This design comes from an exercise in tuning for small area on the open sky130 flow, not from production work. Function was checked by simulation only, so behaviour that the tests miss may differ from the original. Power figures rest on the tool's default switching activity, not on a simulated workload.

Setup of v6:
// xge
module xge (
    input  wire         clk,
    input  wire         rst,             
    input  wire         cmd_valid,
    output wire         cmd_ready,
    input  wire [95:0]  cmd,
    input  wire         tp_connected,    
    input  wire         rx_avail,        
    output wire         resp_valid,
    output reg  [31:0]  resp,
    output wire         tx_valid,
    input  wire         tx_ready,
    output wire [159:0] tx_data,         
    input  wire [31:0]  tx_status,       
    output wire         rx_req,
    input  wire         rx_ack,
    input  wire [3:0]   rx_len,          
    input  wire [63:0]  rx_data,         
    output reg          fb_valid,
    output reg  [7:0]   fb_tag
);
Size in the first run: ~1400 cells after synthesis, ~520 flip-flops, about 18000 um^2 of cells after synthesis.
Settings: LEC_CHECK=0, CAP_MARGIN=20, CORE_MARGIN=2, CORE_UTILIZATION=40, SLEW_MARGIN=20; clock period 11.0 ns.
run.sh (not shown) runs the stock make flow with config.mk's settings and CLKGATE_MAP_FILE= SYNTH_SCRIPT=/design/flow/synth_recipe.tcl, a recipe that flattens the netlist after the stock synthesis.
Here is what was changed in the inputs of v7 compared with v6.
Settings: an added CTS_BUF_LIST of sky130_fd_sc_hd__clkbuf_4.
Results
Minimum clock period after layout: v7 < v6. Cell count: v7 higher than v6. In v7, the power density over cell area came out 8.5 nW/um^2 below the value in v6. Design area sits lower in v7 than in v6. Between v6 and v7, the met1 wire length figures differ only marginally.

========
Setup of wip/cedar:
xge, a different RTL version from the one above (not shown whole).
Size: ~1,400 cells after synthesis, roughly 410 I/O pins, about 0.016 mm2 of cells after synthesis.
==> flow/design.v (excerpt) <==
module xge (
    input  wire         clk,
    input  wire         rst,             
    input  wire         cmd_valid,
    output wire         cmd_ready,
    input  wire [95:0]  cmd,
    input  wire         tp_connected,    
    input  wire         rx_avail,        
    output wire         resp_valid,
    output reg  [31:0]  resp,
    output wire         tx_valid,
    input  wire         tx_ready,
    output wire [159:0] tx_data,         
    input  wire [31:0]  tx_status,       
    output wire         rx_req,
    input  wire         rx_ack,
    input  wire [3:0]   rx_len,          
    input  wire [63:0]  rx_data,         
    output reg          fb_valid,
    output wire [7:0]   fb_tag
);
export LEC_CHECK = 0
export CAP_MARGIN = 20
export CORE_MARGIN = 2
export CORE_UTILIZATION = 40
export CTS_CLUSTER_DIAMETER = 100
export CTS_CLUSTER_SIZE = 24
export SLEW_MARGIN = 20
create_clock -name core_clock -period 11.0 [get_ports {clk}]
standard.sh (not shown) runs the stock make flow with config.mk's settings and CLKGATE_MAP_FILE= SYNTH_SCRIPT=/design/flow/synth_recipe.tcl, a recipe that flattens the netlist after the stock synthesis.
==> flow/flow/run.sh <==
#!/bin/bash
# Standard layout with three changes:
#  - synthesis maps all logic, adders included, with an area-oriented ABC script
#    (flow/area.abc) instead of mapping adders to adder cells first;
#    everything else is the standard flow's own synthesis script, so the registers are the same;
#  - the port buffers are plain buf_1 cells;
#  - constant outputs share one tie cell per value.
set -euo pipefail
W=$(pwd)
{
  head -n 1 synth_recipe.tcl
  echo 'set ::env(ADDER_MAP_FILE) ""'
  echo "proc abc {args} {"
  echo "  set i [lsearch -exact \$args -script]"
  echo "  if {\$i >= 0} { lset args [expr {\$i + 1}] {$W/flow/area.abc} }"
  echo "  yosys abc {*}\$args"
  echo "}"
  tail -n +2 synth_recipe.tcl
} > my_synth.tcl
bash standard.sh "SYNTH_SCRIPT=$W/my_synth.tcl" 'BUFFER_PORTS_ARGS=-buffer_cell sky130_fd_sc_hd__buf_1' SKIP_REPAIR_TIE_FANOUT=1 finish > make_finish.log 2>&1
==> flow/flow/area.abc <==
strash
dc2
dch -f
amap
--- input diff wip/cedar..wip/zinc ---
==> flow/flow/area.abc <==
strash
fraig
dc2
dch -f
amap
### Flow results
- Taking wip/cedar as the reference, in wip/zinc fmax fell about 6%, total design power moved up, number of synthesized register bits did not really move.
- In the flow results for wip/cedar and wip/zinc, the count of clock-buffer cells in the layout is smaller on wip/zinc.
- Looking only at area of all placed cells without fillers, and setting everything else aside, the lower value of wip/cedar and wip/zinc goes to wip/cedar.
- In wip/zinc the met3 track demand over resource in global routing turned out 0.69 points higher than in wip/cedar.
- Comparing wip/cedar against wip/zinc, there is no change at all in register area.
- Instance area at placement: wip/zinc vs wip/cedar — no meaningful difference
Changes in wip/yarrow relative to wip/zinc:
- changing CORE_UTILIZATION from 40 to 65
- changing CTS_CLUSTER_SIZE from 24 to 30
-- flow/flow/run.sh --
<<< wip/zinc, line 1
#!/bin/bash
# Standard layout with three changes:
#  - synthesis maps all logic, adders included, with an area-oriented ABC script
>>> wip/yarrow, line 1
#!/bin/bash
# Standard layout with two changes:
#  - synthesis maps all logic, adders included, with an area-oriented ABC script
==> flow/flow/area.abc <==
strash
dc2
dch -f
amap
### Flow results
Clock buffer instance count of the final layout | wip/yarrow below wip/zinc
In the flow results for wip/zinc and wip/yarrow, the sequential power is larger on wip/zinc.
Between wip/zinc and wip/yarrow, clock latency on the worst-skew pair is higher for wip/zinc, wip/yarrow comes in under that.
Re reported net switching power: wip/yarrow is about 12% down on wip/zinc.
wip/yarrow against wip/zinc: global routing usage on met2 went up, total power fell by 0.25 mW.
[wip/yarrow vs wip/zinc] endpoint required time on the critical path: lower in wip/yarrow
Edits applied to the flow inputs when going from wip/yarrow to wip/fjord:
- changing SLEW_MARGIN from 20 to 0
- changing CORE_UTILIZATION from 65 to 40
- changing CTS_CLUSTER_SIZE from 30 to 24
- changing CAP_MARGIN from 20 to 0
-- flow/flow/run.sh --
<<< wip/yarrow, line 1
#!/bin/bash
# Standard layout with two changes:
#  - synthesis maps all logic, adders included, with an area-oriented ABC script
>>> wip/fjord, line 1
#!/bin/bash
# Standard layout with three changes:
#  - synthesis maps all logic, adders included, with an area-oriented ABC script
## What came out
- Diff wip/yarrow -> wip/fjord: number of clock sinks shows no meaningful change, source-to-sink clock delay at the later pin of the worst-skew pair has increased, post-layout instance area now sits higher, instance area after placement went up, clock network fraction of total power rose 1.7 points.
- Sort wip/fjord and wip/yarrow by sequential share of layout area, ascending, and wip/fjord comes first.
- Slowest cell on the critical path: sky130_fd_sc_hd__o21ai_0 -> wip/fjord, sky130_fd_sc_hd__or3_1 -> wip/yarrow
- The clock buffer count in wip/fjord was higher than what wip/yarrow gave.
- Compared with wip/yarrow, number of cells on the critical path in wip/fjord decreased by a few percent.

========
## quartz
xge again, from the RTL that the note above started with.
clock: 11.0 ns
lec_check: 0
cap_margin: 20
core_margin: 2
core_utilization: 40
cts_cluster_diameter: 60
cts_cluster_size: 30
slew_margin: 20
==> flow/flow/run.sh <==
#!/bin/bash
# Standard layout with two changes:
#  - synthesis maps all logic, adders included, with an area-oriented ABC script
#    (flow/area.abc) instead of mapping adders to adder cells first;
#    everything else is the standard flow's own synthesis script, so the registers are the same;
#  - the port buffers are plain buf_1 cells;
#  - constant outputs share one tie cell per value.
set -euo pipefail
W=$(pwd)
{
  head -n 1 synth_recipe.tcl
  echo 'set ::env(ADDER_MAP_FILE) ""'
  echo "proc abc {args} {"
  echo "  set i [lsearch -exact \$args -script]"
  echo "  if {\$i >= 0} { lset args [expr {\$i + 1}] {$W/flow/area.abc} }"
  echo "  yosys abc {*}\$args"
  echo "}"
  tail -n +2 synth_recipe.tcl
} > my_synth.tcl
bash standard.sh "SYNTH_SCRIPT=$W/my_synth.tcl" 'BUFFER_PORTS_ARGS=-buffer_cell sky130_fd_sc_hd__buf_1' SKIP_REPAIR_TIE_FANOUT=1 finish > make_finish.log 2>&1
==> flow/flow/area.abc <==
strash
dc2
dch -f
amap
Here is what was changed in the inputs of lagoon compared with quartz.
Settings: a change of CTS_CLUSTER_DIAMETER from 60 to 100.
[summary]
Post-synthesis to final-layout area growth in lagoon is 3.4 points below quartz. lagoon vs quartz: sequential share of layout area up. lagoon against quartz; via count is down slightly. Against quartz, lagoon comes in 0.56% lower on wire length of the first global-routing pass. In lagoon relative to quartz, count of clock buffers in the final design had gone down by a few percent. | non-clock buffer contribution to total cell area | higher: lagoon |. lagoon: final instance area 2.9% below quartz. After detailed routing, quartz needs less wire than lagoon. Relative to quartz, the net count of the finished layout measured on lagoon has decreased slightly. Total power of lagoon is lower than that of quartz. Against quartz, maximum frequency in lagoon came out worse.
> inputs changed (lagoon -> harbor)
Settings: swapping 30 for 24 in CTS_CLUSTER_SIZE.
-- flow/flow/run.sh --
<<< lagoon, line 1
#!/bin/bash
# Standard layout with two changes:
#  - synthesis maps all logic, adders included, with an area-oriented ABC script
#    (flow/area.abc) instead of mapping adders to adder cells first;
>>> harbor, line 1
#!/bin/bash
# Standard layout with three changes:
#  - synthesis maps all logic, adders included, with an area-oriented ABC script
#    (flow/area.abc) instead of mapping adders to adder cells first;
==> flow/flow/area.abc <==
strash
dc2
dch -f
amap -F 10 -A 20
==> notes.md <==
The final layout from harbor, which completed every stage, passed the timing, design-rule and antenna checks at the end of the flow. Ratio of total power to cell area in harbor is 1.5% higher than in lagoon. Any difference in met1 global-route usage between lagoon and harbor is small enough to ignore. [harbor] design area rose about 0.44% relative to lagoon. harbor against lagoon; number of placement rows is down slightly. Relative to lagoon, sequential share of layout area has decreased by 0.27 points in harbor. According to the power report, total power for harbor is higher than for lagoon.
What xenon does differently from harbor at the input level:
Settings: CTS_CLUSTER_SIZE changed from 24 to 27; SLEW_MARGIN changed from 20 to 0; CAP_MARGIN changed from 20 to 0.
==> flow/flow/area.abc <==
strash
dc2
dch -f
amap
==> notes.md <==
- Compared to harbor, xenon has initial cell density of the core 0.50 points lower.
- Going from harbor to xenon, total core area picked up an extra about 1.6%, first-pass GRT wire length rose by 2.1%, register fraction of the total cell area held, buffer count excluding the clock tree in the final layout went down, cell count after synthesis moved up.
- Placed instance count: xenon > harbor
- Compared with harbor, in xenon post-synthesis sequential area ratio dropped 0.26 points; worst slack at placement dropped 0.30 ns; count of fill cells added during filler insertion barely changed.
- Result: PASS for each of xenon and harbor

## re-timing with driven ports
No port has a modelled driver above. Below, the same layouts with a new extraction and two added sets of constraints. Step 1 assumes that a clkbuf_16 drives the clock port and a buf_2 every other input. Step 2 adds t to the input delays and takes it off the output delays; t is the mean of the earliest and latest rising clock arrival at the registers after step 1. Input paths then give back, and output paths get back, about the clock's delay inside the block. Three values: no drivers, after step 1, after step 2; two values: the first two.
| run | t (ns) | setup slack, ns | worst setup path after step 2 |
|---|---|---|---|
| v6 | 0.620 | 5.221 / 5.224 / 4.604 | input to register |
| v7 | 0.867 | 5.228 / 5.182 / 4.623 | input to register |
| wip/cedar | 0.609 | 4.489 / 4.516 / 3.907 | input to register |
| wip/zinc | 0.621 | 4.068 / 4.100 / 3.480 | input to register |
| wip/yarrow | 0.586 | 4.572 / 4.578 / 3.992 | input to register |
| wip/fjord | 0.609 | 4.473 / 4.502 / 3.892 | input to register |
| quartz | 0.643 | 4.524 / 4.555 / 3.913 | input to register |
| lagoon | 0.609 | 4.470 / 4.500 / 3.891 | input to register |
| harbor | 0.612 | 4.537 / 4.483 / 4.286 | input to register |
| xenon | 0.601 | 4.492 / 4.522 / 3.921 | input to register |
After both steps every run listed still meets setup and hold. The setup slack of v6, which loses most, moves by +0.003 ns with the drivers and by -0.617 ns with both steps.
